Context: an optimization exercise on an open-source flow, tuned for small area, a short achievable clock period and few clock cycles. The choices shown serve that exercise and are no tape-out recipe. Function was checked by simulation only, so behaviour that the tests miss may differ from the original. No activity file was given, so power comes from the tool's default toggle rates.

[config.mk]
export PLATFORM = sky130hd
export DESIGN_NAME = rcb_canvas
export DESIGN_NICKNAME = rcb_canvas
export VERILOG_FILES = /design/flow/design.v
export SDC_FILE = /design/flow/constraint.sdc
export NUM_CORES = 4
export LEC_CHECK = 0
export CAP_MARGIN = 20
export CORE_MARGIN = 2
export CORE_UTILIZATION = 35
export PLACE_DENSITY = 0.5
export SLEW_MARGIN = 20
[run.sh]
#!/bin/bash
# synth_recipe.tcl (not shown) runs the flow's synth.tcl, then flattens the netlist and writes it again
# the make line also repeats each setting of config.mk as NAME=value (left out here)
make -C /OpenROAD-flow-scripts/flow DESIGN_CONFIG=/design/flow/config.mk WORK_HOME=/design/flow/orfs CLKGATE_MAP_FILE= SYNTH_SCRIPT=/design/flow/synth_recipe.tcl finish
[constraint.sdc]
create_clock -name core_clock -period 45.0 [get_ports {clk}]
set_input_delay 9.0000 -clock core_clock [delete_from_list [all_inputs] [get_ports {clk}]]
set_output_delay 9.0000 -clock core_clock [all_outputs]
set_load 0.01 [all_outputs]
[design.v]
module rcb_norm (
    input  wire [31:0] angle,
    input  wire [5:0]  n,
    output wire [8:0]  imod,
    output wire [4:0]  cf,
    output wire [15:0] flo
);
    wire [16:0] ub = {angle[31], angle[31:16]} + 17'd33120;
    wire [16:0] m  = ub % 17'd360;
    assign imod = m[8:0];
    wire [20:0] p = n * angle[15:0];       
    assign cf  = p[20:16];
    assign flo = p[15:0];
endmodule
module rcb_a2l (
    input  wire [8:0]  imod,
    input  wire [4:0]  cf,
    input  wire [5:0]  n,
    output wire [13:0] t,
    output wire [4:0]  idx,
    output wire [8:0]  r360
);
    assign t = n * imod + cf;
    wire [13:0] q = t / 14'd360;
    wire [13:0] r = t % 14'd360;
    assign idx  = q[4:0];
    assign r360 = r[8:0];
endmodule
module rcb_canvas (
    input  wire        clk,
    input  wire        rst,
    input  wire        cmd_valid,
    output wire        cmd_ready,
    input  wire [3:0]  cmd_op,
    input  wire [31:0] cmd_a,
    input  wire [31:0] cmd_b,
    input  wire        cmd_flag,
    input  wire [31:0] cmd_color,
    output reg         rsp_valid,
    output reg  [1:0]  rsp_code,
    output reg  [31:0] rsp_data
);
    localparam OP_NOP   = 4'd0;
    localparam OP_CLEAR = 4'd1;
    localparam OP_ARC   = 4'd2;
    localparam OP_FILL  = 4'd3;
    localparam OP_DECAY = 4'd4;
    localparam OP_A2L   = 4'd5;
    localparam OP_RDPIX = 4'd6;
    localparam OP_WRPIX = 4'd7;
    localparam OP_SETN  = 4'd8;
    localparam RSP_OK     = 2'd0;
    localparam RSP_RANGE  = 2'd2;
    localparam RSP_BADOPC = 2'd3;
    reg        rdy;                  
    reg        p_v;                  
    reg [3:0]  p_op;
    reg [31:0] p_a, p_b, p_col;
    reg        p_fl;
    reg        c_v;                  
    reg        c_go;                 
    reg [3:0]  c_op;
    reg [31:0] c_a, c_b, c_col;
    reg        c_fl;
    reg        c_ge;                 
    reg        c_frng;               
    reg        c_srng;               
    reg        c_ph;                 
    reg [3:0]  c_cnt;                
    reg [8:0]  c_r;                  
    reg        stale1;               
    reg        stale2;               
    reg        st_head;              
    reg        sel_fill, sel_dec, sel_e2, sel_e1;    
    reg [4:0]  hm1_2, hp1_2;         
    reg [5:0]  n_q;                  
    reg [4:0]  h;                    
    reg [4:0]  hm1_0, hp1_0, hm1_1, hp1_1;
    reg [31:0] P [0:31];
    reg [51:0] dreg;                 
    reg        clr_al; reg [4:0] clr_sp;
    reg        d_al;   reg [4:0] d_sp;  reg [31:0] d_m, d_b;
    reg        a1_al;  reg [4:0] a1_sp, a1_lo, a1_hi, a1_iT; reg a1_nw, a1_ee, a1_cw;
    reg [31:0] a1_c;   reg [24:0] a1_rem;
    reg        a2_al;  reg [4:0] a2_sp, a2_lo, a2_hi, a2_iT; reg a2_nw, a2_ee, a2_cw;
    reg [31:0] a2_c;   reg [24:0] a2_rem;
    reg        f_al;   reg [4:0] f_sp;  reg [31:0] f_t;
    assign cmd_ready = rdy;
    wire accept = cmd_valid & rdy;
    wire stale  = stale1 | stale2;
    wire go     = c_v & c_go & !stale;
    wire act    = c_v & !stale;      
    wire move   = p_v & (!c_v | go);
    wire op_clear = (c_op == OP_CLEAR);
    wire op_arc   = (c_op == OP_ARC);
    wire op_fill  = (c_op == OP_FILL);
    wire op_decay = (c_op == OP_DECAY);
    wire op_a2l   = (c_op == OP_A2L);
    wire op_rdpix = (c_op == OP_RDPIX);
    wire op_wrpix = (c_op == OP_WRPIX);
    wire op_setn  = (c_op == OP_SETN);
    wire a_ge_n   = c_ge;
    wire fill_rng = c_frng;
    wire setn_rng = c_srng;
    wire at_head  = (c_a[4:0] == h);
    wire a_slot_ok = !a2_al && !f_al;
    wire d_slot_ok = !d_al && !a1_al && !a2_al && !f_al;
    wire tgt2      = a1_al;
    wire [5:0]  n_nx;
    wire [8:0]  imF, imT;
    wire [4:0]  cfF, cfT;
    wire [15:0] pfF, pfT;
    rcb_norm u_nF (.angle(p_a), .n(n_nx), .imod(imF), .cf(cfF), .flo(pfF));
    rcb_norm u_nT (.angle(p_b), .n(n_nx), .imod(imT), .cf(cfT), .flo(pfT));
    wire [13:0] tF, tT;
    wire [4:0]  iF, iT;
    wire [8:0]  rF, rT;
    wire [15:0] loF = c_a[15:0];
    wire [15:0] loT = c_b[15:0];
    rcb_a2l u_from (.imod(c_a[29:21]), .cf(c_a[20:16]), .n(n_q), .t(tF), .idx(iF), .r360(rF));
    rcb_a2l u_to   (.imod(c_b[29:21]), .cf(c_b[20:16]), .n(n_q), .t(tT), .idx(iT), .r360(rT));
    wire arc_nw = c_fl ? (c_b[29:0] >= c_a[29:0]) : (c_b[29:0] <= c_a[29:0]);
    wire [4:0] arc_lo = c_fl ? iF : iT;
    wire [4:0] arc_hi = c_fl ? iT : iF;
    wire [4:0] h1    = h + 5'd1;
    wire a1_in0 = a1_nw ? (h >= a1_lo && h <= a1_hi) : (h >= a1_lo || h <= a1_hi);
    wire a2_in0 = a2_nw ? (h >= a2_lo && h <= a2_hi) : (h >= a2_lo || h <= a2_hi);
    wire a1_ed0 = a1_ee && (a1_cw ? (hm1_0 == a1_iT) : (hp1_0 == a1_iT));
    wire a2_ed0 = a2_ee && (a2_cw ? (hm1_0 == a2_iT) : (hp1_0 == a2_iT));
    wire a1_ed1 = a1_ee && (a1_cw ? (hm1_1 == a1_iT) : (hp1_1 == a1_iT));
    wire a2_ed1 = a2_ee && (a2_cw ? (hm1_1 == a2_iT) : (hp1_1 == a2_iT));
    wire E2_0 = a2_al & a2_ed0;
    wire I2_0 = a2_al & a2_in0;
    wire E1_0 = a1_al & a1_ed0;
    wire I1_0 = a1_al & a1_in0;
    wire E2_1 = a2_al & (h != a2_sp) & a2_ed1;
    wire E1_1 = a1_al & (h != a1_sp) & a1_ed1;
    reg  [31:0] dp_v, dp_m, dp_b;
    always @(*) begin
        if (sel_fill) begin
            dp_v = c_col; dp_m = c_a; dp_b = 32'd0;
        end else if (sel_dec) begin
            dp_v = P[0];  dp_m = c_a; dp_b = c_b;
        end else if (sel_e2) begin
            dp_v = a2_c;  dp_m = {7'd0, a2_rem}; dp_b = 32'd0;
        end else if (sel_e1) begin
            dp_v = a1_c;  dp_m = {7'd0, a1_rem}; dp_b = 32'd0;
        end else begin
            dp_v = stale2 ? P[0] : P[1]; dp_m = d_m; dp_b = d_b;
        end
    end
    wire dp_edge = sel_e2 | sel_e1;
    reg  [31:0] dp_clamp;
    reg  [51:0] dp_out;
    reg  signed [40:0] dp_x;
    integer ch;
    always @(*) begin
        for (ch = 0; ch < 4; ch = ch + 1) begin
            dp_x = $signed({1'b0, dp_v[ch*8 +: 8]}) * $signed(dp_m) + $signed(dp_b);
            if (dp_x[40])
                dp_clamp[ch*8 +: 8] = 8'd0;
            else if (dp_x[39:24] != 16'd0)
                dp_clamp[ch*8 +: 8] = 8'd255;
            else
                dp_clamp[ch*8 +: 8] = dp_x[23:16];
            dp_out[ch*13 +: 13] = dp_edge ? dp_x[32:20] : {5'd0, dp_clamp[ch*8 +: 8]};
        end
    end
    wire [7:0]  dec0c = d_b[31] ? 8'd0 : (d_b[30:24] != 7'd0) ? 8'd255 : d_b[23:16];
    reg  [31:0] dq, eq;              
    reg  [12:0] eq_t;
    always @(*) begin
        for (ch = 0; ch < 4; ch = ch + 1) begin
            dq[ch*8 +: 8] = dreg[ch*13 +: 8];
            eq_t = dreg[ch*13 +: 13] / 13'd45;
            eq[ch*8 +: 8] = {1'b0, eq_t[6:0]};
        end
    end
    wire [31:0] vD = d_al ? (clr_al ? {4{dec0c}} : dq) : (clr_al ? 32'd0 : P[0]);
    wire [31:0] vA = E2_0 ? eq : I2_0 ? a2_c : E1_0 ? eq : I1_0 ? a1_c : vD;
    reg  [31:0] vF;
    always @(*) begin
        for (ch = 0; ch < 4; ch = ch + 1)
            vF[ch*8 +: 8] = (f_al && f_t[ch*8 +: 8] > vA[ch*8 +: 8]) ?
                            f_t[ch*8 +: 8] : vA[ch*8 +: 8];
    end
    wire step = act & (
          op_rdpix & !a_ge_n & (c_go | !at_head)
        | !c_go & op_wrpix & !a_ge_n & !a_slot_ok
        | !c_go & op_decay & !d_slot_ok
        | !c_go & op_fill & !fill_rng & f_al
        | !c_go & op_arc & !a_slot_ok);
    wire a2l_p0   = act & op_a2l & !c_ph;
    wire a2l_it   = act & op_a2l & c_ph;
    wire do_clr   = go & (op_clear | op_setn & !setn_rng);
    wire ins_d    = go & op_decay;
    wire ins_f    = go & op_fill & !fill_rng;
    wire ins_w    = go & op_wrpix & !a_ge_n;
    wire ins_a    = go & op_arc;
    wire ins_any  = ins_w | ins_a;
    wire [4:0] h_nx = do_clr ? 5'd0 : step ? h1 : h;
    assign     n_nx = (go & op_setn & !setn_rng) ? c_a[5:0] : n_q;
    wire [4:0] h1_nx = h_nx + 5'd1;
    wire [4:0] h2_nx = h_nx + 5'd2;
    wire       c_v_nx_w = move | c_v & !go;
    wire clr_al_nx = do_clr | clr_al & !(step & (h == clr_sp));
    wire d_al_nx   = !do_clr & (ins_d | d_al & !(step & (h == d_sp)));
    wire a1_al_nx  = !do_clr & (ins_any & !tgt2 | a1_al & !(step & (h == a1_sp)));
    wire a2_al_nx  = !do_clr & (ins_any & tgt2 | a2_al & !(step & (h == a2_sp)));
    wire f_al_nx   = !do_clr & (ins_f | f_al & !(step & (h == f_sp)));
    wire a_ok_nx = !a2_al_nx & !f_al_nx;
    wire d_ok_nx = !d_al_nx & !a1_al_nx & !a2_al_nx & !f_al_nx;
    wire [4:0]  st_x0  = c_fl ? hm1_0 : hp1_0;
    wire [4:0]  st_x1  = c_fl ? hm1_1 : hp1_1;
    wire [13:0] st_l0  = st_x0 * 9'd360;
    wire [13:0] st_l1  = st_x1 * 9'd360;
    wire st_h0 = (tT >= st_l0) & (tT < st_l0 + 14'd360);
    wire st_h1 = (tT >= st_l1) & (tT < st_l1 + 14'd360);
    wire stale1_nx = ins_a & (st_h0 | st_h1);
    wire stale2_nx = stale1 & st_head;
    wire stale_nx  = stale1_nx | stale2_nx;
    wire       arc2_nx = a2_al_nx & !(ins_any & tgt2);
    wire       arc1_nx = a1_al_nx & !(ins_any & !tgt2);
    wire a2_e_s = a2_ee & (a2_cw ? (hm1_2 == a2_iT) : (hp1_2 == a2_iT));   
    wire a1_e_s = a1_ee & (a1_cw ? (hm1_2 == a1_iT) : (hp1_2 == a1_iT));
    wire E2_n = arc2_nx & (step ? (a2_e_s & (h1 != a2_sp)) : (a2_ed1 & (h != a2_sp)));
    wire E1_n = arc1_nx & (step ? (a1_e_s & (h1 != a1_sp)) : (a1_ed1 & (h != a1_sp)));
    wire [3:0] op_nx_w = move ? p_op : c_op;
    wire sel_fill_nx = !stale2_nx & c_v_nx_w & (op_nx_w == OP_FILL) & !f_al_nx;
    wire sel_dec_nx  = !stale2_nx & c_v_nx_w & (op_nx_w == OP_DECAY) & d_ok_nx;
    wire sel_e2_nx   = stale2_nx ? E2_0 : E2_n;
    wire sel_e1_nx   = stale2_nx ? (!E2_0 & E1_0) : (!E2_n & E1_n);
    wire [9:0] a2l_r2 = {c_r, rsp_data[15]};
    wire       a2l_qb = (a2l_r2 >= 10'd360);
    wire [9:0] a2l_rn = a2l_qb ? a2l_r2 - 10'd360 : a2l_r2;
    wire       c_v_nx   = c_v_nx_w;
    wire [3:0] op_nx    = move ? p_op : c_op;
    wire [31:0] a_nx    = move ? p_a : c_a;
    wire       c_ph_nx  = !move & (c_ph | a2l_p0);
    wire [3:0] cnt_nx   = a2l_p0 ? 4'd0 : a2l_it ? c_cnt + 4'd1 : c_cnt;
    wire p_ge   = (p_a[31:6] != 26'd0) || (p_a[5:0] >= n_nx);
    wire p_frng = p_a[31] || (p_a[30:0] > 31'h0001_0000);
    wire p_srng = (p_a == 32'd0) || (p_a > 32'd32);
    wire a_ge_n_nx   = move ? p_ge : c_ge;
    wire fill_rng_nx = move ? p_frng : c_frng;
    reg  pred;
    always @(*) begin
        case (op_nx)
        OP_ARC:   pred = a_ok_nx;
        OP_A2L:   pred = c_ph_nx & (cnt_nx == 4'd15);
        OP_RDPIX: pred = a_ge_n_nx | (a_nx[4:0] == h_nx);
        OP_WRPIX: pred = a_ge_n_nx | a_ok_nx;
        OP_DECAY: pred = d_ok_nx;
        OP_FILL:  pred = fill_rng_nx | !f_al_nx;
        default:  pred = 1'b1;
        endcase
    end
    wire p_v_nx = accept | p_v & !move;
    wire c_go_nx = pred & !stale_nx;
    wire rdy_nx  = (!p_v_nx | !c_v_nx | c_go_nx) & !stale_nx;
    integer k;
    always @(posedge clk) begin
        if (step) begin
            for (k = 0; k < 31; k = k + 1)
                P[k] <= P[k + 1];
            P[31] <= vF;
        end
        if (step | ins_d | stale2)
            dreg <= dp_out;
    end
    always @(posedge clk) begin
        if (rdy) begin
            p_op  <= cmd_op;
            p_a   <= cmd_a;
            p_b   <= cmd_b;
            p_col <= cmd_color;
            p_fl  <= cmd_flag;
        end
        if (move) begin
            c_op  <= p_op;
            c_a   <= (p_op == OP_ARC || p_op == OP_A2L) ? {2'd0, imF, cfF, pfF} : p_a;
            c_b   <= (p_op == OP_ARC) ? {2'd0, imT, cfT, pfT} : p_b;
            c_ge  <= p_ge;
            c_frng <= p_frng;
            c_srng <= p_srng;
            c_col <= p_col;
            c_fl  <= p_fl;
        end
        c_cnt <= cnt_nx;
        if (a2l_p0)
            c_r <= rF;
        else if (a2l_it)
            c_r <= a2l_rn[8:0];
        if (ins_d) begin
            d_m <= c_a;
            d_b <= c_b;
            d_sp <= h - 5'd1;
        end
        if (ins_f) begin
            f_t  <= dp_clamp;
            f_sp <= h - 5'd1;
        end
        if (ins_a & !tgt2) begin
            a1_lo <= arc_lo; a1_hi <= arc_hi; a1_nw <= arc_nw; a1_ee <= 1'b1;
            a1_cw <= c_fl; a1_iT <= iT; a1_c <= c_col; a1_rem <= {rT, loT};
            a1_sp <= h - 5'd1;
        end
        if (ins_a & tgt2) begin
            a2_lo <= arc_lo; a2_hi <= arc_hi; a2_nw <= arc_nw; a2_ee <= 1'b1;
            a2_cw <= c_fl; a2_iT <= iT; a2_c <= c_col; a2_rem <= {rT, loT};
            a2_sp <= h - 5'd1;
        end
        if (ins_w & !tgt2) begin
            a1_lo <= c_a[4:0]; a1_hi <= c_a[4:0]; a1_nw <= 1'b1; a1_ee <= 1'b0;
            a1_c  <= c_col; a1_sp <= h - 5'd1;
        end
        if (ins_w & tgt2) begin
            a2_lo <= c_a[4:0]; a2_hi <= c_a[4:0]; a2_nw <= 1'b1; a2_ee <= 1'b0;
            a2_c  <= c_col; a2_sp <= h - 5'd1;
        end
        hm1_0 <= (h_nx == 5'd0) ? n_nx[4:0] - 5'd1 : h_nx - 5'd1;
        hp1_0 <= ({1'b0, h_nx} + 6'd1 == n_nx) ? 5'd0 : h_nx + 5'd1;
        hm1_1 <= (h1_nx == 5'd0) ? n_nx[4:0] - 5'd1 : h_nx;
        hp1_1 <= ({1'b0, h1_nx} + 6'd1 == n_nx) ? 5'd0 : h1_nx + 5'd1;
        hm1_2 <= (h2_nx == 5'd0) ? n_nx[4:0] - 5'd1 : h1_nx;
        hp1_2 <= ({1'b0, h2_nx} + 6'd1 == n_nx) ? 5'd0 : h2_nx + 5'd1;
        if (ins_a)
            st_head <= st_h0;
        if (go) begin
            rsp_code <= RSP_OK;
            if (op_rdpix)
                rsp_data <= vF;
            if (op_rdpix & a_ge_n | op_wrpix & a_ge_n | op_fill & fill_rng
                | op_setn & setn_rng)
                rsp_code <= RSP_RANGE;
            if (c_op > OP_SETN)
                rsp_code <= RSP_BADOPC;
        end
        if (a2l_p0)
            rsp_data <= {11'd0, iF, loF};
        else if (a2l_it)
            rsp_data[15:0] <= {rsp_data[14:0], a2l_qb};
        if (rst) begin
            rdy       <= 1'b1;
            p_v       <= 1'b0;
            c_v       <= 1'b0;
            c_go      <= 1'b0;
            c_ph      <= 1'b0;
            stale1    <= 1'b0;
            stale2    <= 1'b0;
            sel_fill  <= 1'b0;
            sel_dec   <= 1'b0;
            sel_e2    <= 1'b0;
            sel_e1    <= 1'b0;
            rsp_valid <= 1'b0;
            n_q       <= 6'd32;
            h         <= 5'd0;
            clr_al    <= 1'b1;
            clr_sp    <= 5'd31;
            hm1_0     <= 5'd31;
            hp1_0     <= 5'd1;
            hm1_1     <= 5'd0;
            hp1_1     <= 5'd2;
            hm1_2     <= 5'd1;
            hp1_2     <= 5'd3;
            d_al      <= 1'b0;
            a1_al     <= 1'b0;
            a2_al     <= 1'b0;
            f_al      <= 1'b0;
        end else begin
            rdy       <= rdy_nx;
            p_v       <= p_v_nx;
            c_v       <= c_v_nx;
            c_go      <= c_go_nx;
            c_ph      <= c_ph_nx;
            stale1    <= stale1_nx;
            stale2    <= stale2_nx;
            sel_fill  <= sel_fill_nx;
            sel_dec   <= sel_dec_nx;
            sel_e2    <= sel_e2_nx;
            sel_e1    <= sel_e1_nx;
            rsp_valid <= go;
            n_q       <= n_nx;
            h         <= h_nx;
            if (do_clr)
                clr_sp <= 5'd31;
            clr_al    <= clr_al_nx;
            d_al      <= d_al_nx;
            a1_al     <= a1_al_nx;
            a2_al     <= a2_al_nx;
            f_al      <= f_al_nx;
        end
    end
endmodule
==> impl_metrics.env, run 1 <==
export IMPL_place_detailed_hpwl_um=283500
export IMPL_tritoncts_num_sinks=1653
export IMPL_crit_required_ns=45.55
export IMPL_clk_insertion_delay_late_ns=0.89
export IMPL_reg2reg_to="a1_rem[21]"
export IMPL_number_of_maximum_capacitance_violations=0
export IMPL_switching_share=0.4477
export IMPL_die_height_um=594.1
export IMPL_timing_reg2reg_setup_slack_ns=32.25
export IMPL_share_comb_of_total_power=0.570
export IMPL_slowest_stage="sky130_fd_sc_hd__dfxtp_1"
export IMPL_registers_with_the_most_flip_flops="P: 1024 flops, dreg: 52 flops"
export IMPL_clk_root_buffer_cell="sky130_fd_sc_hd__clkbuf_16"
export IMPL_layout_area_overhead_vs_synth_pct=10.51
export IMPL_grt_max_degree=206
export IMPL_cts_tree="done"
export IMPL_synth_enable_flop_cells=1570
export IMPL_largest_register_ffs=1024
export IMPL_dpl_cell_area_um2=128800
export IMPL_portion_of_the_post_synthesis_area_used_by_sequential_elements=0.4004
export IMPL_most_used_dff_post_synth="sky130_fd_sc_hd__edfxtp_1"
export IMPL_timing_critical_path_from="n_q[2]"
export IMPL_synth_lib_cells_used_distinct=127
export IMPL_cell_internal_pwr_mw=4.316
export IMPL_finalWirelength_um=379000
export IMPL_post_route_min_period_ns=12.75
export IMPL_hold_path_class="reg2reg"
export IMPL_setup_worst_path_start_class="flop"
export IMPL_io_pins=140
export IMPL_core_area_um2=346500
export IMPL_post_cts_setup_buffers=0
export IMPL_first_drt_iteration_drcs=7790
export IMPL_ctsResizeCount=0
export IMPL_timing_final_crit_share=0.2834
export IMPL_postSynthCellCount=11470
export IMPL_end_kind="flop"
export IMPL_vias=86160
export IMPL_fin_nets=13390
export IMPL_final_cell_area_um2=134700
export IMPL_grt_overflow_total=0
export IMPL_leakage_nw=55.57
export IMPL_drt_vias_per_instance=5.317
export IMPL_synth_yosys_warnings=2
export IMPL_clock_slew_at_reported_path_ffs_ns=0.06
export IMPL_fp_row_count=216
export IMPL_critical_path_class="reg2reg"
export IMPL_synth_async_sr_flop_share=0
export IMPL_power_frac_clock=0.192
export IMPL_final_cells=16200
export IMPL_antenna_left=0
export IMPL_outcome="complete, no violations"
export IMPL_worstHoldStart="P[22][24]"
export IMPL_chip_width_um=594.1
export IMPL_wire_length_of_the_first_global_routing_pass_um=567300
export IMPL_die_area_um2=353000
export IMPL_timing_max_slew_rel_slack=0.1218
export IMPL_port_buffers=139
export IMPL_end_point_of_the_most_critical_hold_path="P[21][24]"
export IMPL_finalHoldViolations=0
export IMPL_initial_utilization=0.3518
export IMPL_critical_path_reg2reg_startpoint="n_q[2]"
export IMPL_final_setup_skew_ns=0.09568
export IMPL_grt_resource_usage_total=0.2119
export IMPL_filler_cell_count=33730
export IMPL_htreeDepth=4
export IMPL_worst_r2r_cell_count=38
export IMPL_power_sequential_fraction=0.238
export IMPL_worst_ir_drop_vdd_mv=0.05363
export IMPL_power_density_nw_per_um2=58.02
export IMPL_top_register="P"
export IMPL_cts_buffers_inserted=180
export IMPL_remaining_drc_errors=0
export IMPL_worst_path_max_fanout=22
export IMPL_synth_area_per_cell_um2=10.63
export IMPL_routed_length_per_instance_um=23.39
export IMPL_syn_nets=13380
export IMPL_final_max_slew_violation_count=0
export IMPL_final_setup_tns_ns=0
export IMPL_cts_hold_fix_buffers=0
export IMPL_hold_path_depth=0
export IMPL_flop_and_latch_count_out_of_synthesis=1653
export IMPL_critPathMaxStageDelay_ns=0.85
export IMPL_final_layout_size_suffix_gt1_frac=0.06583
export IMPL_worstMarginPinSlew_ns=1.304
export IMPL_rsz_0062_raised_after_global_routing="false"
export IMPL_cp_arrival_ns=13.30
export IMPL_cts_path_max_buffers=4
export IMPL_final_setup_viol_count=0
export IMPL_finalWeightedCongestion=0.9297
export IMPL_drt_pre_antenna_iters=9
export IMPL_dp_cells=15880
export IMPL_initial_antenna_violation_count=26
export IMPL_via_count_of_the_first_global_routing_pass=87860
export IMPL_power_net_switching_mw=3.499
export IMPL_highest_clock_rate_ghz=0.07842
export IMPL_post_synth_instance_area_um2=121900
==> worst max path at each step <==
stage                  to  slack [ns]
2_1_floorplan     dreg[0]       15.40
3_3_place_gp   a1_rem[21]       32.79
3_5_place_dp   a1_rem[21]       32.43
4_1_cts        a1_rem[21]       32.37
5_1_grt        a1_rem[21]       31.06
6_report       a1_rem[21]       32.25
==> per-stage QoR <==
| stage | power, mW | worst slack, ns | hold slack [ns] | utilization |
|---|---|---|---|---|
| global placement | 6.218 | 32.79 | 0.4001 | 0.3715 |
| detailed placement | 6.275 | 32.43 | 0.4045 | 0.3717 |
| CTS | 7.817 | 32.37 | 0.3516 | 0.3886 |
| global route | 8.356 | 31.06 | 0.3597 | 0.3888 |
| finish | 7.815 | 32.25 | 0.3515 | 0.3888 |
| floorplan | 4.915 | 15.40 | 0.4003 | - |
==> power by group through the flow <==
stage / registers (mW) / clock network [mW] / logic [mW]
6_report: 1.86 / 1.50 / 4.46
5_1_grt: 1.86 / 1.60 / 4.90
4_1_cts: 1.86 / 1.54 / 4.42
3_5_place_dp: 1.89 / 0 / 4.39
3_3_place_gp: 1.89 / 0 / 4.33
2_1_floorplan: 1.86 / 0 / 3.05
==> synth_stat cells (17+ instances only) <==
cell	instances	area (um2)
sky130_fd_sc_hd__a211o_1	29	254.0
sky130_fd_sc_hd__a211oi_1	58	435.4
sky130_fd_sc_hd__a21o_1	136	1021
sky130_fd_sc_hd__a21oi_1	419	2097
sky130_fd_sc_hd__a221oi_1	17	148.9
sky130_fd_sc_hd__a222oi_1	20	200.2
sky130_fd_sc_hd__a22o_1	24	210.2
sky130_fd_sc_hd__a22oi_1	60	450.4
sky130_fd_sc_hd__a31oi_1	70	437.9
sky130_fd_sc_hd__and2_1	165	1032
sky130_fd_sc_hd__and3_1	94	588.1
sky130_fd_sc_hd__buf_1	36	135.1
sky130_fd_sc_hd__buf_2	31	155.2
sky130_fd_sc_hd__clkbuf_1	442	1659
sky130_fd_sc_hd__dfxtp_1	83	1662
sky130_fd_sc_hd__edfxtp_1	1570	47150
sky130_fd_sc_hd__fa_1	1110	22220
sky130_fd_sc_hd__ha_1	691	8646
sky130_fd_sc_hd__inv_1	1465	5499
sky130_fd_sc_hd__mux2_2	65	732.0
sky130_fd_sc_hd__mux2i_1	167	1672
sky130_fd_sc_hd__nand2_1	1191	4471
sky130_fd_sc_hd__nand2b_1	89	556.8
sky130_fd_sc_hd__nand3_1	134	670.6
sky130_fd_sc_hd__nand4_1	73	456.7
sky130_fd_sc_hd__nor2_1	1188	4459
sky130_fd_sc_hd__nor2b_1	70	437.9
sky130_fd_sc_hd__nor3_1	146	730.7
sky130_fd_sc_hd__nor3b_1	24	180.2
sky130_fd_sc_hd__nor4_1	63	394.1
sky130_fd_sc_hd__o211ai_1	47	352.8
sky130_fd_sc_hd__o21a_1	45	337.8
sky130_fd_sc_hd__o21ai_0	435	2177
sky130_fd_sc_hd__o21ai_1	26	130.1
sky130_fd_sc_hd__o21bai_1	47	352.8
sky130_fd_sc_hd__o221ai_1	29	254.0
sky130_fd_sc_hd__o22ai_1	61	381.6
sky130_fd_sc_hd__o31a_1	17	148.9
sky130_fd_sc_hd__o31ai_1	35	262.8
sky130_fd_sc_hd__or2_2	72	450.4
sky130_fd_sc_hd__or3_1	39	244.0
sky130_fd_sc_hd__xnor2_1	336	2943
sky130_fd_sc_hd__xor2_1	143	1252
==> placed cells by master, fill, tap and decap left out, types with 57 or more instances in the layout <==
cell,count
sky130_fd_sc_hd__inv_1,1464
sky130_fd_sc_hd__nand3_1,133
sky130_fd_sc_hd__buf_4,212
sky130_fd_sc_hd__mux2i_1,167
sky130_fd_sc_hd__dfxtp_1,79
sky130_fd_sc_hd__nor4_1,60
sky130_fd_sc_hd__o22ai_1,61
sky130_fd_sc_hd__nor3_1,145
sky130_fd_sc_hd__o21ai_0,429
sky130_fd_sc_hd__nand2b_1,87
sky130_fd_sc_hd__clkbuf_16,180
sky130_fd_sc_hd__ha_1,691
sky130_fd_sc_hd__a21oi_1,417
sky130_fd_sc_hd__a21o_1,136
sky130_fd_sc_hd__and2_1,165
sky130_fd_sc_hd__nor2_1,1171
sky130_fd_sc_hd__nand2_1,1190
sky130_fd_sc_hd__a211oi_1,57
sky130_fd_sc_hd__and3_1,94
sky130_fd_sc_hd__a22oi_1,59
sky130_fd_sc_hd__mux2_2,65
sky130_fd_sc_hd__xor2_1,143
sky130_fd_sc_hd__a31oi_1,70
sky130_fd_sc_hd__xnor2_1,335
sky130_fd_sc_hd__nor2b_1,69
sky130_fd_sc_hd__fa_1,1110
sky130_fd_sc_hd__clkdlybuf4s50_1,139
sky130_fd_sc_hd__or2_2,72
sky130_fd_sc_hd__nand4_1,73
sky130_fd_sc_hd__edfxtp_1,1570
==> cell families after synthesis <==
kind of cell | after synthesis | share of synthesized area
AND/OR/NAND/NOR | 3435 | 0.1262
buffers and inverters | 2000 | 0.06243
AO/OA/AOI/OAI | 1856 | 0.1020
adder cells (fa/ha/maj) | 1808 | 0.2538
flip-flops | 1653 | 0.4004
XOR/XNOR | 484 | 0.03509
multiplexers | 235 | 0.02003
==> critical path, delay by kind of cell, from the launching register on <==
family | cells | cell delay, ns
AOI/OAI and AO/OA | 18 | 5.79
adders and majority gates | 5 | 1.97
and+or+nand+nor | 6 | 1.50
buffers and inverters | 5 | 1.12
DFF | 1 | 0.85
xor gates and xnor gates | 2 | 0.72
muxes | 2 | 0.53
==> routing by layer <==
| layer | vias to the layer above | track usage | wire [um] |
|---|---|---|---|
| li1 | 39010 | - | - |
| met1 | 43610 | 0.2850 | 163700 |
| met2 | 2881 | 0.3388 | 172300 |
| met3 | 647 | 0.03059 | 22720 |
| met4 | 12 | 0.09585 | 20160 |
| met5 | - | 0 | 110 |
==> layout make-up <==
type,count,area (um2),share of cell area
multi-input cells,7818,65690,0.4876
flip-flops and latches,1653,48820,0.3624
well taps,4578,5728,0.04252
inverters,1478,5558,0.04126
clock buffers,203,4601,0.03415
repair buffers,355,3049,0.02264
clock inverters,114,1255,0.009316
diodes,4,10.01,0.00007431
Testbench counts, summed over its fixed seeds: cycles 4,562.
==> run 2: changes to the inputs <==
==> flow/run.sh (new file) <==
#!/bin/bash
# Own layout flow: the standard ORFS flow (standard.sh, with its standard
# synthesis), with the timing repair asked to leave a setup margin, so that the
# resizer sizes and buffers the longest paths. Same clock, constraints and
# steps as the standard flow. Each step's full output goes to a log here.
set -euo pipefail
cd "$(dirname "$0")/.."
bash standard.sh SETUP_SLACK_MARGIN=${MARGIN:-34} finish > standard_flow.log 2>&1
==> standard.sh (new file) <==
#!/bin/bash
# synth_recipe.tcl (not shown) runs the flow's synth.tcl, then flattens the netlist and writes it again
# the make line also repeats each setting of config.mk as NAME=value (left out here)
make -C /OpenROAD-flow-scripts/flow DESIGN_CONFIG=/design/flow/config.mk WORK_HOME=/design/flow/orfs CLKGATE_MAP_FILE= SYNTH_SCRIPT=/design/flow/synth_recipe.tcl "${@:-finish}"
removed: run.sh
==> run 2 against run 1 <==
Effect of this change: still clean on timing, DRC and antenna; final cell count grew 0.43%; non-clock buffer count grew 74; critical path depth is 36 lower; sequential power hardly changed; register-to-register slack improved by 2.2 ns; count of clock-buffer cells in the layout increased by 14; worst hold slack worse by 0.0016 ns.
==> impl_metrics.env, run 2 <==
export IMPL_synth_top_cell_by_area="sky130_fd_sc_hd__edfxtp_1"
export IMPL_antenna_left=0
export IMPL_most_used_dff_post_synth="sky130_fd_sc_hd__edfxtp_1"
export IMPL_reg2reg_to="dreg[13]"
export IMPL_outcome="complete, no violations"
export IMPL_cp_arrival_ns=1.92
export IMPL_largest_register_ffs=1024
export IMPL_drt_vias_per_instance=5.327
export IMPL_slowest_stage="sky130_fd_sc_hd__clkdlybuf4s50_1"
export IMPL_finalHoldWorstSlack_ns=0.3499
export IMPL_syn_nets=13380
export IMPL_dpl_cell_area_um2=128800
export IMPL_wire_length_of_the_first_global_routing_pass_um=569600
export IMPL_synthTopCellsByArea="sky130_fd_sc_hd__edfxtp_1, sky130_fd_sc_hd__fa_1, sky130_fd_sc_hd__ha_1"
export IMPL_power_density_nw_per_um2=57.86
export IMPL_initial_utilization=0.3518
export IMPL_fp_row_count=216
export IMPL_critPathMaxStageDelay_ns=0.56
export IMPL_worstHoldStart="P[23][19]"
export IMPL_htreeDepth=4
export IMPL_place_detailed_hpwl_um=285900
export IMPL_finalPower_mw=7.870
export IMPL_highest_clock_rate_ghz=0.09154
export IMPL_yosys_cell_count_top_type="sky130_fd_sc_hd__edfxtp_1"
export IMPL_synth_area_per_cell_um2=10.63
export IMPL_crit_buf_inv=2
export IMPL_grt_use_met2=0.3427
export IMPL_routed_length_per_instance_um=23.36
export IMPL_final_layout_size_suffix_gt1_frac=0.07885
export IMPL_tritoncts_num_sinks=1653
export IMPL_met1_track_demand_over_resource=0.2897
export IMPL_synth_lib_cells_used_distinct=127
export IMPL_yosys_top_cells_count="sky130_fd_sc_hd__edfxtp_1, sky130_fd_sc_hd__inv_1, sky130_fd_sc_hd__nand2_1"
export IMPL_post_synth_instance_area_um2=121900
export IMPL_die_height_um=594.1
export IMPL_finalWirelength_um=380200
export IMPL_fin_nets=13460
export IMPL_flop_and_latch_count_out_of_synthesis=1653
export IMPL_port_buffers=139
export IMPL_via_count_of_the_first_global_routing_pass=87960
export IMPL_leakage_nw=56.14
export IMPL_final_cell_area_um2=136000
export IMPL_hold_path_depth=0
export IMPL_first_drt_iteration_drcs=8085
export IMPL_final_setup_viol_count=0
export IMPL_crit_required_ns=36.00
export IMPL_filler_cell_count=33640
export IMPL_critical_path_reg2reg_startpoint="sel_e2"
export IMPL_io_pins=140
export IMPL_postSynthCellCount=11470
export IMPL_critical_path_top_delay_family="buffers and inverters"
export IMPL_final_setup_skew_ns=0.1069
export IMPL_layout_area_overhead_vs_synth_pct=11.59
export IMPL_final_cells=16270
export IMPL_rsz_0062_raised_after_global_routing="false"
export IMPL_cts_buffers_inserted=178
export IMPL_synth_yosys_warnings=2
export IMPL_finalHoldViolations=0
export IMPL_layout_commonest_cell="sky130_fd_sc_hd__edfxtp_1"
export IMPL_initial_antenna_violation_count=19
export IMPL_layout_common_cells="sky130_fd_sc_hd__edfxtp_1, sky130_fd_sc_hd__inv_1, sky130_fd_sc_hd__nand2_1, sky130_fd_sc_hd__nor2_1, sky130_fd_sc_hd__fa_1"
export IMPL_end_point_of_the_most_critical_hold_path="P[22][19]"
export IMPL_grt_met3_usage=0.02707
export IMPL_registers_with_the_most_flip_flops="P: 1024 flops, dreg: 52 flops"
export IMPL_critical_path_class="reg2out"
export IMPL_cts_tree="done"
export IMPL_end_kind="output port"
export IMPL_remaining_drc_errors=0
export IMPL_vias=86680
export IMPL_hold_path_class="reg2reg"
export IMPL_top_register="P"
export IMPL_dp_cells=15890
export IMPL_timing_max_slew_rel_slack=0.2181
export IMPL_core_area_um2=346500
export IMPL_cts_path_max_buffers=4
export IMPL_worst_ir_drop_vdd_mv=0.07559
export IMPL_worst_r2r_cell_count=35
export IMPL_number_of_maximum_capacitance_violations=0
export IMPL_clock_slew_at_reported_path_ffs_ns=0.06
export IMPL_synth_enable_flop_cells=1570
export IMPL_clk_insertion_delay_late_ns=0.88
export IMPL_post_route_min_period_ns=10.92
export IMPL_finalWeightedCongestion=0.9241
export IMPL_grt_max_degree=203
export IMPL_die_area_um2=353000
export IMPL_drt_pre_antenna_iters=10
export IMPL_clk_root_buffer_cell="sky130_fd_sc_hd__clkbuf_16"
export IMPL_worst_path_max_fanout=2
export IMPL_synth_async_sr_flop_share=0
export IMPL_portion_of_the_post_synthesis_area_used_by_sequential_elements=0.4004
export IMPL_timing_final_crit_share=0.2428
export IMPL_setup_worst_path_start_class="flop"
export IMPL_cell_by_cell_listing_of_the_critical_path="buf_12 -> clkdlybuf4s50_1"
export IMPL_grt_resource_usage_total=0.2126
export IMPL_final_max_slew_violation_count=0
export IMPL_timing_reg2reg_setup_slack_ns=34.42
export IMPL_grt_overflow_total=0
export IMPL_worstMarginPinSlew_ns=1.172
export IMPL_chip_width_um=594.1
export IMPL_netlist_area_leader_share=0.3868
export IMPL_final_setup_tns_ns=0
export IMPL_globalRoute_busiestLayer="met2"
run 2: what timing repair did:
action                     in CTS  in global routing
hold endpoints to repair        0                  0
pin swaps                       2                 12
setup buffers                  13                 51
hold buffers                    0                  0
setup endpoints to repair     167                157
gates cloned                    0                  0
gates resized for setup        91                123
run 2: how the worst max path moves through the flow:
stage | startpoint | to | slack [ns] | cells after the start
after global placement | dreg[50] | P[31][31] | 32.82 | 36
after floorplan | rdy | cmd_ready | 34.50 | 0
after detailed placement | n_q[2] | a1_rem[21] | 32.56 | 38
after global routing | dreg[46] | rsp_data[25] | 33.94 | 41
final | rsp_data[15] | rsp_data[15] | 34.08 | 2
after CTS | rsp_data[15] | rsp_data[15] | 34.01 | 2
run 2: cell families after synthesis:
group | Yosys count | share of synthesized area
and+or+nand+nor | 3435 | 0.1262
buffers and inverters | 2000 | 0.06243
AOI/OAI and AO/OA | 1856 | 0.1020
adders and majority gates | 1808 | 0.2538
DFF | 1653 | 0.4004
xor gates and xnor gates | 484 | 0.03509
muxes | 235 | 0.02003
run 2: metrics by stage:
step | utilization | worst slack, ns
floorplan | - | 34.50
global placement | 0.3718 | 32.82
detailed placement | 0.3718 | 32.56
CTS | 0.3896 | 34.01
global route | 0.3926 | 33.94
finish | 0.3926 | 34.08
run 2: layout make-up:
type,instances,area (um2),area share
multi-input cells,7818,66390,0.4881
repair buffers,429,3736,0.02747
diodes,2,5.005,0.00003680
inverters,1478,5594,0.04113
flip-flops and latches,1653,48830,0.3590
clock inverters,98,997.2,0.007332
clock buffers,217,4738,0.03484
well taps,4578,5728,0.04211
run 2: worst reg2reg max path, delay by kind of cell, from the launching register on:
family          cells  cell delay [ns]
flops               1             0.59
simple gates        4             0.87
xor+xnor            1             0.20
compound gates     19             5.01
fa+ha+maj           6             2.49
buf+inv             5             1.21
run 2: power breakdown:
group          internal, mW  total, mW  leakage (nW)  switching [mW]
clock network         0.848       1.46          2.82           0.617
logic                  1.69       4.55          38.3            2.86
registers              1.81       1.86          15.0          0.0491
total                  4.35       7.87          56.1            3.52
run 2: layer usage:
metal | part of all wire | wire length [um]
met1 | 0.43 | 164000
met2 | 0.46 | 175200
met3 | 0.061 | 23370
met4 | 0.046 | 17590
met5 | 0.00013 | 51
==> run 3: changes to the inputs <==
--- a/config.mk
+++ b/config.mk
@@ -7,6 +7,6 @@
 export LEC_CHECK = 0
 export CAP_MARGIN = 20
 export CORE_MARGIN = 2
-export CORE_UTILIZATION = 35
-export PLACE_DENSITY = 0.5
+export CORE_UTILIZATION = 60
+export PLACE_DENSITY = 0.7
 export SLEW_MARGIN = 20
==> run 3 against run 2 <==
Effect of this change: still clean on timing, DRC and antenna; via count rose by 1.6%; sequential share of layout area rose by 0.75 points; power fell by 0.58%; critical path depth did not move; global-route usage rose by 13 points; final cell count fell by 12%; design area fell by 2.0%; combinational power barely moved; fmax fell by 0.36%; count of clock-buffer cells in the layout fell by 5; highest routed layer unchanged.
==> impl_metrics.env, run 3 <==
export IMPL_via_count_of_the_first_global_routing_pass=88510
export IMPL_antenna_left=0
export IMPL_worstMarginPinSlew_ns=1.147
export IMPL_number_of_maximum_capacitance_violations=0
export IMPL_yosys_cell_count_top_type="sky130_fd_sc_hd__edfxtp_1"
export IMPL_crit_required_ns=36.00
export IMPL_cts_hold_fix_buffers=0
export IMPL_place_detailed_hpwl_um=263300
export IMPL_cts_path_max_buffers=3
export IMPL_outcome="complete, no violations"
export IMPL_port_buffers=139
export IMPL_leakage_nw=55.81
export IMPL_portion_of_the_post_synthesis_area_used_by_sequential_elements=0.4004
export IMPL_power_density_nw_per_um2=58.73
export IMPL_die_area_um2=206800
export IMPL_netlist_area_leader_share=0.3868
export IMPL_post_synth_instance_area_um2=121900
export IMPL_worst_r2r_cell_count=37
export IMPL_critical_path_class="reg2out"
export IMPL_htreeDepth=4
export IMPL_timing_critical_path_from="rsp_data[15]"
export IMPL_layout_commonest_cell="sky130_fd_sc_hd__edfxtp_1"
export IMPL_reg2reg_to="dreg[7]"
export IMPL_multiInputGateArea_um2=66290
export IMPL_synth_area_per_cell_um2=10.63
export IMPL_synth_yosys_warnings=2
export IMPL_synth_lib_cells_used_distinct=127
export IMPL_timing_final_crit_share=0.2437
export IMPL_final_setup_viol_count=0
export IMPL_die_height_um=454.7
export IMPL_fp_row_count=165
export IMPL_first_drt_iteration_drcs=9250
export IMPL_synth_async_sr_flop_share=0
export IMPL_final_setup_worst_slack_ns=34.04
export IMPL_drt_pre_antenna_iters=8
export IMPL_grt_resource_usage_total=0.3469
export IMPL_final_layout_size_suffix_gt1_frac=0.07420
export IMPL_layout_common_cells="sky130_fd_sc_hd__edfxtp_1, sky130_fd_sc_hd__inv_1, sky130_fd_sc_hd__nand2_1, sky130_fd_sc_hd__nor2_1, sky130_fd_sc_hd__fa_1"
export IMPL_yosys_top_cells_count="sky130_fd_sc_hd__edfxtp_1, sky130_fd_sc_hd__inv_1, sky130_fd_sc_hd__nand2_1"
export IMPL_cts_buffers_inserted=171
export IMPL_top_register="P"
export IMPL_clock_slew_at_reported_path_ffs_ns=0.06
export IMPL_placement_setup_worst_slack_ns=32.47
export IMPL_initial_utilization=0.6031
export IMPL_grt_overflow_total=0
export IMPL_vias=88060
export IMPL_setup_worst_path_start_class="flop"
export IMPL_dp_cells=13960
export IMPL_highest_clock_rate_ghz=0.09121
export IMPL_end_kind="output port"
export IMPL_chip_width_um=454.7
export IMPL_synth_enable_flop_cells=1570
export IMPL_fin_nets=13410
export IMPL_final_setup_skew_ns=0.09701
export IMPL_routed_length_per_instance_um=24.89
export IMPL_filler_cell_count=15600
export IMPL_flop_and_latch_count_out_of_synthesis=1653
export IMPL_grt_max_degree=199
export IMPL_final_cells=14320
export IMPL_finalHoldViolations=0
export IMPL_layout_area_overhead_vs_synth_pct=9.300
export IMPL_postSynthCellCount=11470
export IMPL_worst_path_max_fanout=2
export IMPL_tritoncts_num_sinks=1653
export IMPL_timing_max_slew_rel_slack=0.2350
export IMPL_core_area_um2=202100
export IMPL_io_pins=140
export IMPL_finalWirelength_um=356500
export IMPL_drt_vias_per_instance=6.149
export IMPL_clk_root_buffer_cell="sky130_fd_sc_hd__clkbuf_16"
export IMPL_remaining_drc_errors=0
export IMPL_finalWeightedCongestion=0.9963
export IMPL_synthTopCellsByArea="sky130_fd_sc_hd__edfxtp_1, sky130_fd_sc_hd__fa_1, sky130_fd_sc_hd__ha_1"
export IMPL_wire_length_of_the_first_global_routing_pass_um=538800
export IMPL_largest_register_ffs=1024
export IMPL_most_used_dff_post_synth="sky130_fd_sc_hd__edfxtp_1"
export IMPL_timing_reg2reg_setup_slack_ns=34.28
export IMPL_syn_nets=13380
export IMPL_post_route_min_period_ns=10.96
export IMPL_registers_with_the_most_flip_flops="P: 1024 flops, dreg: 52 flops"
export IMPL_final_setup_tns_ns=0
export IMPL_final_max_slew_violation_count=0
export IMPL_critical_path_reg2reg_startpoint="sel_e1"
export IMPL_initial_antenna_violation_count=11
export IMPL_register_area_um2=48830
export IMPL_rsz_0062_raised_after_global_routing="false"
export IMPL_worst_ir_drop_vdd_mv=0.09059
export IMPL_cts_tree="done"
export IMPL_synth_top_cell_by_area="sky130_fd_sc_hd__edfxtp_1"
export IMPL_clk_insertion_delay_late_ns=0.88
export IMPL_hold_path_class="reg2reg"
export IMPL_critPathCapture="rsp_data[15]"
export IMPL_cp_arrival_ns=1.96
## run 3: worst max-delay path, stage by stage (launching register included)
cell and delay, ns:
sky130_fd_sc_hd__edfxtp_1 0.40, sky130_fd_sc_hd__buf_12 0.18, sky130_fd_sc_hd__clkdlybuf4s50_1 0.54
## run 3: through the flow
step	utilization	power, mW	hold WS (ns)	cell area, um2
2_1_floorplan	-	4.909	0.4003	121900
3_3_place_gp	0.6245	6.074	0.4003	126200
3_5_place_dp	0.6248	6.173	0.4045	126300
4_1_cts	0.6549	7.676	0.3393	132400
5_1_grt	0.6591	8.312	0.3412	133200
6_report	0.6592	7.825	0.3364	133200
## run 3: worst min path at each step
stage / to / slack (ns) / cells after the start / start
2_1_floorplan: P[10][0] / 0.40 / 0 / P[11][0]
3_5_place_dp: P[10][7] / 0.40 / 0 / P[11][7]
5_1_grt: P[23][26] / 0.34 / 0 / P[24][26]
6_report: P[23][26] / 0.34 / 0 / P[24][26]
4_1_cts: P[23][26] / 0.34 / 0 / P[24][26]
3_3_place_gp: P[16][19] / 0.40 / 0 / P[17][19]
## run 3: final cells by class
class                   count  share of cell area
clock inverters           104            0.009758
well taps                2672             0.02509
flip-flops and latches   1653              0.3665
clock buffers             212             0.03380
repair buffers            379             0.02515
multi-input cells        7818              0.4976
inverters                1478             0.04199
diodes                      5          0.00009391
## run 3: cells by family after synthesis
family                     after synthesis  synth area share
buffers and inverters                 2000           0.06243
and+or+nand+nor                       3435            0.1262
adders and majority gates             1808            0.2538
DFF                                   1653            0.4004
AOI/OAI and AO/OA                     1856            0.1020
xor gates and xnor gates               484           0.03509
muxes                                  235           0.02003
## run 3: where the power goes
| group | leakage, nW | total [mW] | internal (mW) | switching, mW |
|---|---|---|---|---|
| Sequential | 15.0 | 1.85 | 1.81 | 0.0464 |
| Combinational | 38.0 | 4.52 | 1.71 | 2.81 |
| Clock | 2.78 | 1.45 | 0.812 | 0.639 |
| Total | 55.8 | 7.82 | 4.33 | 3.49 |
## run 3: timing repair
| item | CTS | global route |
|---|---|---|
| gates resized for setup | 49 | 120 |
| pin swaps | 0 | 10 |
| hold endpoints to repair | 0 | 0 |
| setup endpoints to repair | 138 | 154 |
| buffers inserted | 11 | 30 |
## run 3: routing by layer
metal / up-vias / global-route usage / wire, um
met4: 14 / 0.1895 / 23420
met2: 4111 / 0.5383 / 161100
met1: 44000 / 0.4540 / 138700
met3: 924 / 0.07972 / 33120
li1: 39020 / - / -
met5: - / 0 / 82
==> run 4: changes to the inputs <==
--- a/design.v
+++ b/design.v
@@ -152,11 +152,16 @@
     wire dp_edge = sel_e2 | sel_e1;
     reg  [31:0] dp_clamp;
     reg  [51:0] dp_out;
-    reg  signed [40:0] dp_x;
+    reg  [40:0] dp_x;
+    wire [40:0] dp_xc [0:3];
+    genvar gch;
+    generate for (gch = 0; gch < 4; gch = gch + 1) begin : g_mac
+        rcb_mac u_mac (.v(dp_v[gch*8 +: 8]), .m(dp_m), .b(dp_b), .x(dp_xc[gch]));
+    end endgenerate
     integer ch;
     always @(*) begin
         for (ch = 0; ch < 4; ch = ch + 1) begin
-            dp_x = $signed({1'b0, dp_v[ch*8 +: 8]}) * $signed(dp_m) + $signed(dp_b);
+            dp_x = dp_xc[ch];
             if (dp_x[40])
                 dp_clamp[ch*8 +: 8] = 8'd0;
             else if (dp_x[39:24] != 16'd0)
@@ -392,3 +397,27 @@
         end
     end
 endmodule
+module rcb_mac (
+    input  wire [7:0]  v,
+    input  wire [31:0] m,
+    input  wire [31:0] b,
+    output wire [40:0] x
+);
+    wire [40:0] pp [0:8];
+    genvar j;
+    generate for (j = 0; j < 8; j = j + 1) begin : g_pp
+        assign pp[j] = v[j] ? ({{9{m[31]}}, m} << j) : 41'd0;
+    end endgenerate
+    assign pp[8] = {{9{b[31]}}, b};
+    function [81:0] csa(input [40:0] p, input [40:0] q, input [40:0] r);
+        csa = {((p & q) | (p & r) | (q & r)) << 1, p ^ q ^ r};
+    endfunction
+    wire [81:0] l1a = csa(pp[0], pp[1], pp[2]);
+    wire [81:0] l1b = csa(pp[3], pp[4], pp[5]);
+    wire [81:0] l1c = csa(pp[6], pp[7], pp[8]);
+    wire [81:0] l2a = csa(l1a[40:0], l1a[81:41], l1b[40:0]);
+    wire [81:0] l2b = csa(l1b[81:41], l1c[40:0], l1c[81:41]);
+    wire [81:0] l3a = csa(l2a[40:0], l2a[81:41], l2b[40:0]);
+    wire [81:0] l4a = csa(l3a[40:0], l3a[81:41], l2b[81:41]);
+    assign x = l4a[40:0] + l4a[81:41];
+endmodule
==> flow/run.sh (replaced) <==
#!/bin/bash
# Own layout flow: the standard ORFS flow (standard.sh, with its standard
# synthesis and the design's clock and constraints), with two layout choices:
#  - the timing repair is asked to leave a setup margin, so that the resizer
#    sizes and buffers the longest paths;
#  - the port buffers that the standard flow inserts on every input and
#    output are buf_4 cells instead of the platform's delay buffers.
# Each step's full output goes to standard_flow.log here.
set -euo pipefail
cd "$(dirname "$0")/.."
bash standard.sh SETUP_SLACK_MARGIN=34.6 \
    "BUFFER_PORTS_ARGS=-buffer_cell sky130_fd_sc_hd__buf_4" finish > standard_flow.log 2>&1
--- a/config.mk
+++ b/config.mk
@@ -7,6 +7,6 @@
 export LEC_CHECK = 0
 export CAP_MARGIN = 20
 export CORE_MARGIN = 2
-export CORE_UTILIZATION = 60
-export PLACE_DENSITY = 0.7
+export CORE_UTILIZATION = 35
+export PLACE_DENSITY = 0.5
 export SLEW_MARGIN = 20
==> run 4 against run 3 <==
Effect of this change: non-clock buffer count up 79; final cell count up 13%; critical path depth down 1; via count down 2.7%; area after synthesis down 1.6%; critical path type unchanged; critical endpoint is now rsp_data[17]; largest cell class unchanged; highest routed layer unchanged.
==> impl_metrics.env, run 4 <==
export IMPL_outcome="complete, no violations"
export IMPL_grt_resource_usage_total=0.2191
export IMPL_register_area_um2=48860
export IMPL_crit_required_ns=36.00
export IMPL_dpl_cell_area_um2=126600
export IMPL_vias=85650
export IMPL_rsz_0062_raised_after_global_routing="true"
export IMPL_most_used_dff_post_synth="sky130_fd_sc_hd__edfxtp_1"
export IMPL_layout_area_overhead_vs_synth_pct=12.96
export IMPL_final_setup_skew_ns=0.08190
export IMPL_synth_simple_gate_area_frac=0.1237
export IMPL_worstMarginPinSlew_ns=1.232
export IMPL_setup_worst_path_start_class="flop"
export IMPL_finalPower_mw=7.271
export IMPL_flop_and_latch_count_out_of_synthesis=1653
export IMPL_synth_top_family_by_area="adder cells"
export IMPL_synthTopCellsByArea="sky130_fd_sc_hd__edfxtp_1, sky130_fd_sc_hd__fa_1, sky130_fd_sc_hd__ha_1"
export IMPL_largest_register_ffs=1024
export IMPL_drt_pre_antenna_iters=7
export IMPL_via_count_of_the_first_global_routing_pass=86480
export IMPL_critical_path_class="reg2out"
export IMPL_timing_critical_path_from="rsp_data[17]"
export IMPL_finalHoldViolations=0
export IMPL_number_of_maximum_capacitance_violations=0
export IMPL_tritoncts_num_sinks=1653
export IMPL_cts_tree="done"
export IMPL_layout_commonest_cell="sky130_fd_sc_hd__edfxtp_1"
export IMPL_synth_lib_cells_used_distinct=127
export IMPL_synth_fa_ha_area_frac=0.2429
export IMPL_initial_utilization=0.3525
export IMPL_yosys_top_cells_count="sky130_fd_sc_hd__edfxtp_1, sky130_fd_sc_hd__inv_1, sky130_fd_sc_hd__nand2_1"
export IMPL_synth_area_mux_share=0.02408
export IMPL_worst_path_max_fanout=1
export IMPL_synth_compound_gate_area_share=0.1042
export IMPL_leakage_nw=55.22
export IMPL_wire_length_of_the_first_global_routing_pass_um=569600
export IMPL_grt_overflow_total=0
export IMPL_timing_final_crit_share=0.2375
export IMPL_highest_clock_rate_ghz=0.09357
export IMPL_cp_arrival_ns=1.69
export IMPL_clock_slew_at_reported_path_ffs_ns=0.06
export IMPL_first_drt_iteration_drcs=7698
export IMPL_post_route_util=0.3981
export IMPL_timing_max_slew_rel_slack=0.1735
export IMPL_final_setup_viol_count=0
export IMPL_netlist_area_leader_share=0.3930
export IMPL_hold_path_class="reg2reg"
export IMPL_die_height_um=589.4
export IMPL_syn_nets=13030
export IMPL_crit_buf_inv=1
export IMPL_finalHoldWorstSlack_ns=0.3715
export IMPL_final_layout_size_suffix_gt1_frac=0.1061
export IMPL_end_kind="output port"
export IMPL_remaining_drc_errors=0
export IMPL_filler_cell_count=32770
export IMPL_synth_yosys_warnings=4
export IMPL_initial_antenna_violation_count=28
export IMPL_final_max_slew_violation_count=0
export IMPL_top_register="P"
export IMPL_yosys_cell_count_top_type="sky130_fd_sc_hd__edfxtp_1"
export IMPL_post_route_min_period_ns=10.69
export IMPL_synth_top_cell_by_area="sky130_fd_sc_hd__edfxtp_1"
export IMPL_cell_by_cell_listing_of_the_critical_path="buf_6"
export IMPL_finalWeightedCongestion=0.9535
export IMPL_core_area_um2=340300
export IMPL_worstHoldStart="P[27][8]"
export IMPL_clk_insertion_delay_late_ns=0.89
export IMPL_critical_path_top_delay_family="flip-flops"
export IMPL_slowest_stage="sky130_fd_sc_hd__edfxtp_1"
export IMPL_portion_of_the_post_synthesis_area_used_by_sequential_elements=0.4069
export IMPL_multiInputGateArea_um2=64590
export IMPL_registers_with_the_most_flip_flops="P: 1024 flops, dreg: 52 flops"
export IMPL_drt_vias_per_instance=5.307
export IMPL_critPathMaxStageDelay_ns=0.60
export IMPL_dp_cells=15640
export IMPL_io_pins=140
export IMPL_synth_area_per_cell_um2=10.64
export IMPL_htreeDepth=4
export IMPL_worst_ir_drop_vdd_mv=0.05949
export IMPL_place_detailed_hpwl_um=285100
export IMPL_cts_hold_fix_buffers=0
export IMPL_final_cells=16140
export IMPL_yosys_area_share_xor_xnor=0.03269
export IMPL_postSynthCellCount=11270
export IMPL_placement_setup_worst_slack_ns=32.85
export IMPL_post_synth_instance_area_um2=119900
export IMPL_fp_row_count=214
export IMPL_cts_buffers_inserted=191
export IMPL_final_setup_worst_slack_ns=34.31
export IMPL_die_area_um2=347400
export IMPL_synth_async_sr_flop_share=0
export IMPL_routed_length_per_instance_um=23.85
export IMPL_finalWirelength_um=384800
export IMPL_critical_path_reg2reg_startpoint="stale2"
export IMPL_port_buffers=139
export IMPL_final_setup_tns_ns=0
export IMPL_layout_common_cells="sky130_fd_sc_hd__edfxtp_1, sky130_fd_sc_hd__inv_1, sky130_fd_sc_hd__nand2_1, sky130_fd_sc_hd__fa_1, sky130_fd_sc_hd__nor2_1"
export IMPL_antenna_left=0
export IMPL_power_density_nw_per_um2=53.66
export IMPL_fin_nets=13190
export IMPL_clk_root_buffer_cell="sky130_fd_sc_hd__clkbuf_16"
export IMPL_cts_path_max_buffers=4
export IMPL_final_cell_area_um2=135500
export IMPL_grt_max_degree=199
export IMPL_synth_enable_flop_cells=1570
export IMPL_chip_width_um=589.4
==> run 4: cell count changes after synthesis, moves of 35 or more <==
cell                      previous run  this run
sky130_fd_sc_hd__and3_1             94        59
sky130_fd_sc_hd__o21ai_0           435       389
sky130_fd_sc_hd__inv_1            1465      1565
sky130_fd_sc_hd__nand2_1          1191      1242
sky130_fd_sc_hd__nor2_1           1188      1066
sky130_fd_sc_hd__a22oi_1            60       105
sky130_fd_sc_hd__ha_1              691       539
==> run 4: worst paths after layout <==
check	endpoint	slack, ns	depth (start not counted)
worst min register to register	P[26][8]	0.37	0
worst max register to register	dreg[15]	34.91	38
worst max-delay path	rsp_data[17]	34.31	1
worst min-delay path	P[26][8]	0.37	0
==> run 4: kinds of logic (layout without fill, tap and decap cells) <==
| family | count (synthesis) | in the layout |
|---|---|---|
| XOR/XNOR | 443 | 443 |
| multiplexers | 271 | 271 |
| buffers and inverters | 2070 | 2380 |
| other | 0 | 16 |
| AO/OA/AOI/OAI | 1849 | 1852 |
| AND/OR/NAND/NOR | 3322 | 3324 |
| adder cells (fa/ha/maj) | 1662 | 1662 |
| flip-flops | 1653 | 1653 |
==> run 4: metal layers <==
metal  track usage  up-vias  part of all wire
li1              -    38470                 -
met2        0.3414     3047              0.44
met5             0        -           0.00020
met1        0.2952    43480              0.43
met3       0.04197      639             0.077
met4        0.1010       10             0.052
==> run 4: repair_timing <==
action / 4_1_cts / 5_1_grt
pin swaps: 8 / 20
cloned: 3 / 3
resized for setup: 153 / 134
setup endpoints to repair: 175 / 187
setup buffers: 60 / 62
==> run 4: layout make-up <==
| class | count | area share |
|---|---|---|
| Timing Repair Buffer | 458 | 0.02904 |
| Clock buffer | 236 | 0.03689 |
| Tap cell | 4536 | 0.04189 |
| Inverter | 1573 | 0.04360 |
| Antenna cell | 16 | 0.0002955 |
| Clock inverter | 113 | 0.01092 |
| Multi-Input combinational cell | 7552 | 0.4767 |
| Sequential cell | 1653 | 0.3606 |
==> run 4: where the power goes <==
part           internal, mW  total (mW)  switching, mW
clock network         0.946        1.61          0.666
registers              1.78        1.82         0.0417
logic                  1.47        3.84           2.37
Testbench counts of run 4, summed over its fixed seeds: cycles 4,562.

==> re-timing with driven ports <==
No port has a modelled driver above. Below, the same layouts with a new extraction and two added sets of constraints. Step 1, drivers: a clkbuf_16 drives clk and a buf_2 each remaining input, both assumed. Step 2, shift: input delay + t, output delay - t, t = (earliest + latest rising clock arrival at the registers) / 2. This alone moves slack from input paths to output paths. Three values: ideal ports, drivers, drivers and shift; two values: the first two.
run	shift t [ns]	setup slack, ns	worst slew at a driven data input, ns
run 1	0.948	32.248 / 32.248 / 32.248	0.11
run 2	0.921	34.075 / 33.982 / 34.107	0.07
run 3	0.931	34.036 / 33.936 / 33.902	0.08
run 4	0.953	34.313 / 34.213 / 34.381	0.07
After both steps setup and hold are still met in every run listed. For run 3, which loses most, drivers alone change the setup slack by -0.100 ns; drivers and shift together by -0.134 ns.
